From an optimization exercise on the open Yosys and OpenROAD flow, aimed at small area, a short achievable clock period and few clock cycles per item; shortcuts taken in it are not production practice. Where RTL was checked, it was by simulation tests only, not by an equivalence proof against the original. Power is estimated from default activity; no workload was simulated.

Design preamble_sync, start of the top module:
module preamble_sync (
    input  wire              clk,
    input  wire              rst,         
    input  wire              pre_we,
    input  wire [3:0]        pre_idx,
    input  wire signed [7:0] pre_re,
    input  wire signed [7:0] pre_im,
    input  wire              in_valid,
    output wire              in_ready,
    input  wire signed [7:0] in_re,
    input  wire signed [7:0] in_im,
    input  wire              in_last,
    output reg               res_valid,
    input  wire              res_ready,
    output reg  [11:0]       res_start,
    output reg  [39:0]       res_power,
    output reg               res_nolag,
    output reg               idle
);
Size in the first run: roughly 13,000 cells after synthesis, roughly 98 I/O pins.
Settings: LEC_CHECK=0, CAP_MARGIN=20, CORE_MARGIN=2, CORE_UTILIZATION=40, CTS_CLUSTER_DIAMETER=100, CTS_CLUSTER_SIZE=20, SLEW_MARGIN=20, SYNTH_HIERARCHICAL=1; clock period 12.5 ns.
standard.sh (not shown) runs the stock make flow with config.mk's settings and CLKGATE_MAP_FILE= SYNTH_SCRIPT=/design/flow/synth_recipe.tcl, a recipe that flattens the netlist after the stock synthesis.
==> flow/flow/run.sh <==
#!/bin/bash
# Layout flow: the standard flow (standard.sh, all steps from the standard
# synthesis to the final layout), with two changes:
#  - the buffers that buffer_ports puts on every input and output port are
#    sky130_fd_sc_hd__buf_4 instead of the delay buffer it picks by default;
#  - timing repair aims at 3.8 ns (setup margin 8.7 ns below the 12.5 ns
#    clock), so that it sizes up the weak drivers on the longest paths.
# make's full output goes to standard_flow.log in the folder the flow runs
# in; the ORFS step logs stay under orfs/logs/.
set -euo pipefail
bash standard.sh "BUFFER_PORTS_ARGS=-buffer_cell sky130_fd_sc_hd__buf_4" SETUP_SLACK_MARGIN=8.7 finish > standard_flow.log 2>&1
Testbench counts at the start, summed over its fixed seeds: cycles 4,160, samples 4,096.
Then changed:
--- a/flow/design.v
+++ b/flow/design.v
@@ -12868,20 +12868,22 @@
     reg [11:0] ocnt;        
     reg        have;        
     reg        q_nolag;     
     wire better = !have || pw_r > res_power[38:0];
     always @(posedge clk) begin
         if (rst) begin
             ocnt      <= 12'd0;
             have      <= 1'b0;
             q_nolag   <= 1'b0;
             res_valid <= 1'b0;
+            res_start <= 12'd0;
+            res_power <= 40'd0;
             res_nolag <= 1'b0;
         end else begin
             if (l_e)
                 ocnt <= 12'd0;
             else if (v_e)
                 ocnt <= ocnt + 12'd1;
             if (take) begin
                 res_valid <= q_nolag;
                 if (q_nolag) begin
                     res_nolag <= 1'b1;
Effect: Routed wire length increases by about 1.2%; total power decreases by 1.3%; maximum frequency rises by 4.9%; clock-buffer cell count drops by 1; via count came out higher by about 1%; clock skew goes up by 20 ps; sequential share of layout area drops by 0.22 points; die area is lower by about 0.36%; synthesized area came out lower by 0.36%; combinational power hardly moves; global-route usage rises by 0.30 points; non-clock buffer count came out lower by 12; design area is about the same.
Testbench counts after the change, summed over its fixed seeds: cycles 4,160, samples 4,096.

---

## the reference run
Starting RTL as in the previous note.
export LEC_CHECK = 0
export CAP_MARGIN = 20
export CORE_MARGIN = 2
export CORE_UTILIZATION = 40
export SLEW_MARGIN = 20
export SYNTH_HIERARCHICAL = 1
create_clock -name core_clock -period 12.5 [get_ports {clk}]
==> flow/flow/run.sh <==
#!/bin/bash
# Layout flow: the standard flow (standard.sh, all steps from the standard
# synthesis to the final layout), with two changes:
#  - the buffers that buffer_ports puts on every input and output port are
#    sky130_fd_sc_hd__buf_4 instead of the delay buffer it picks by default;
#  - timing repair aims at 4.0 ns (setup margin 8.5 ns below the 12.5 ns
#    clock), so that it sizes up the weak drivers on the longest paths.
# make's full output goes to standard_flow.log in the folder the flow runs
# in; the ORFS step logs stay under orfs/logs/.
set -euo pipefail
bash standard.sh "BUFFER_PORTS_ARGS=-buffer_cell sky130_fd_sc_hd__buf_4" SETUP_SLACK_MARGIN=8.5 finish > standard_flow.log 2>&1
Testbench counts of the reference run, summed over its fixed seeds: cycles 4,160, samples 4,096.
### the reference run -> the trial run
--- a/flow/design.v
+++ b/flow/design.v
@@ -53,30 +53,28 @@
     reg signed [8:0] pe12, pg12;
     reg signed [7:0] pc13;
     reg signed [8:0] pe13, pg13;
     reg signed [7:0] pc14;
     reg signed [8:0] pe14, pg14;
     reg signed [7:0] pc15;
     reg signed [8:0] pe15, pg15;
     reg              we_r;
-    reg              rst_r;     
     reg        [3:0] idx_r;
     reg signed [7:0] re_r;
     reg signed [8:0] pre_e, pre_g;
     always @(posedge clk) begin
         idx_r <= pre_idx;
         re_r  <= pre_re;
         pre_e <= pre_re - pre_im;
         pre_g <= pre_re + pre_im;
         we_r  <= pre_we && !rst;
-        rst_r <= rst;
     end
     always @(posedge clk) begin
-        if (rst_r) begin
+        if (rst) begin
                 pc0 <= 8'sd0; pe0 <= 9'sd0; pg0 <= 9'sd0;
             pc1 <= 8'sd0; pe1 <= 9'sd0; pg1 <= 9'sd0;
             pc2 <= 8'sd0; pe2 <= 9'sd0; pg2 <= 9'sd0;
             pc3 <= 8'sd0; pe3 <= 9'sd0; pg3 <= 9'sd0;
             pc4 <= 8'sd0; pe4 <= 9'sd0; pg4 <= 9'sd0;
             pc5 <= 8'sd0; pe5 <= 9'sd0; pg5 <= 9'sd0;
             pc6 <= 8'sd0; pe6 <= 9'sd0; pg6 <= 9'sd0;
             pc7 <= 8'sd0; pe7 <= 9'sd0; pg7 <= 9'sd0;
@@ -12870,16 +12868,18 @@
     reg        q_nolag;     
     wire better = !have || pw_r > res_power[38:0];
     always @(posedge clk) begin
         if (rst) begin
             ocnt      <= 12'd0;
             have      <= 1'b0;
             q_nolag   <= 1'b0;
             res_valid <= 1'b0;
+            res_start <= 12'd0;
+            res_power <= 40'd0;
             res_nolag <= 1'b0;
         end else begin
             if (l_e)
                 ocnt <= 12'd0;
             else if (v_e)
                 ocnt <= ocnt + 12'd1;
             if (take) begin
                 res_valid <= q_nolag;
### Flow results
- The number of nets in the final layout of the reference run and that of the trial run are within noise of each other.
- Looking at maximum clock frequency, the trial run sits 3.8% higher than the reference run does.
- Clock-pin transition on the worst setup and hold timing paths: the reference run vs the trial run, no meaningful difference
- Combinational power share on the trial run is up relative to the reference run.
- Post-place setup slack was higher in the run labelled the reference run.
- Re met1 usage: the reference run and the trial run aren't equal, and the lower value belongs to the trial run.
- Looking at the reference run and the trial run, the area fraction in compound gates after synthesis is a wash.
- Looking at proportion of cell area occupied by registers, the trial run sits 0.19 points lower than the reference run does.
- Area of the placeable core: the reference run vs the trial run — no meaningful difference
- Diff the trial run..the reference run | clock latency on the worst-skew pair | negligible
- The trial run vs. the reference run: met2 track demand over resource saw an increase, minimum setup slack in the final design saw an increase, total standard cell area after synthesis saw little to no change.
The RTL of the trial run was laid out without a check of its function.

-- static timing again, ports no longer ideal --
How much do the figures lean on ideal ports? The routed layouts below were timed once more, with nothing changed but the port constraints. Step 1 (the two cells are an assumption about what drives the block):
set clk [get_ports {clk}]
set_driving_cell -lib_cell sky130_fd_sc_hd__clkbuf_16 $clk
set_driving_cell -lib_cell sky130_fd_sc_hd__buf_2 [delete_from_list [all_inputs] $clk]
Step 2 times the ports against the registers' clock, not the clock port: input delays grow and output delays shrink by t, the midpoint of the rising clock arrivals with the driver on. a / b / c = ideal ports / drivers / drivers and shift; a / b = the first two.
| run | shift t [ns] | setup WS [ns] | worst register clock-pin slew, ns | worst slew at a driven data input, ns | cell pins on the clock port's net |
|---|---|---|---|---|---|
| the first run of note 1 | 1.060 | 8.389 / 8.268 / 7.921 | 0.10 / 0.10 | 0.26 | 1 |
| the second run of note 1 | 1.044 | 8.583 / 8.470 / 7.975 | 0.10 / 0.10 | 0.07 | 1 |
| the reference run | 1.051 | 8.337 / 8.229 / 7.714 | 0.08 / 0.08 | 0.26 | 1 |
| the trial run | 1.031 | 8.490 / 8.455 / 7.637 | 0.08 / 0.08 | 0.12 | 1 |
After both steps setup and hold are still met in every run listed. For the trial run, which loses most, drivers alone change the setup slack by -0.035 ns; drivers and shift together by -0.853 ns.
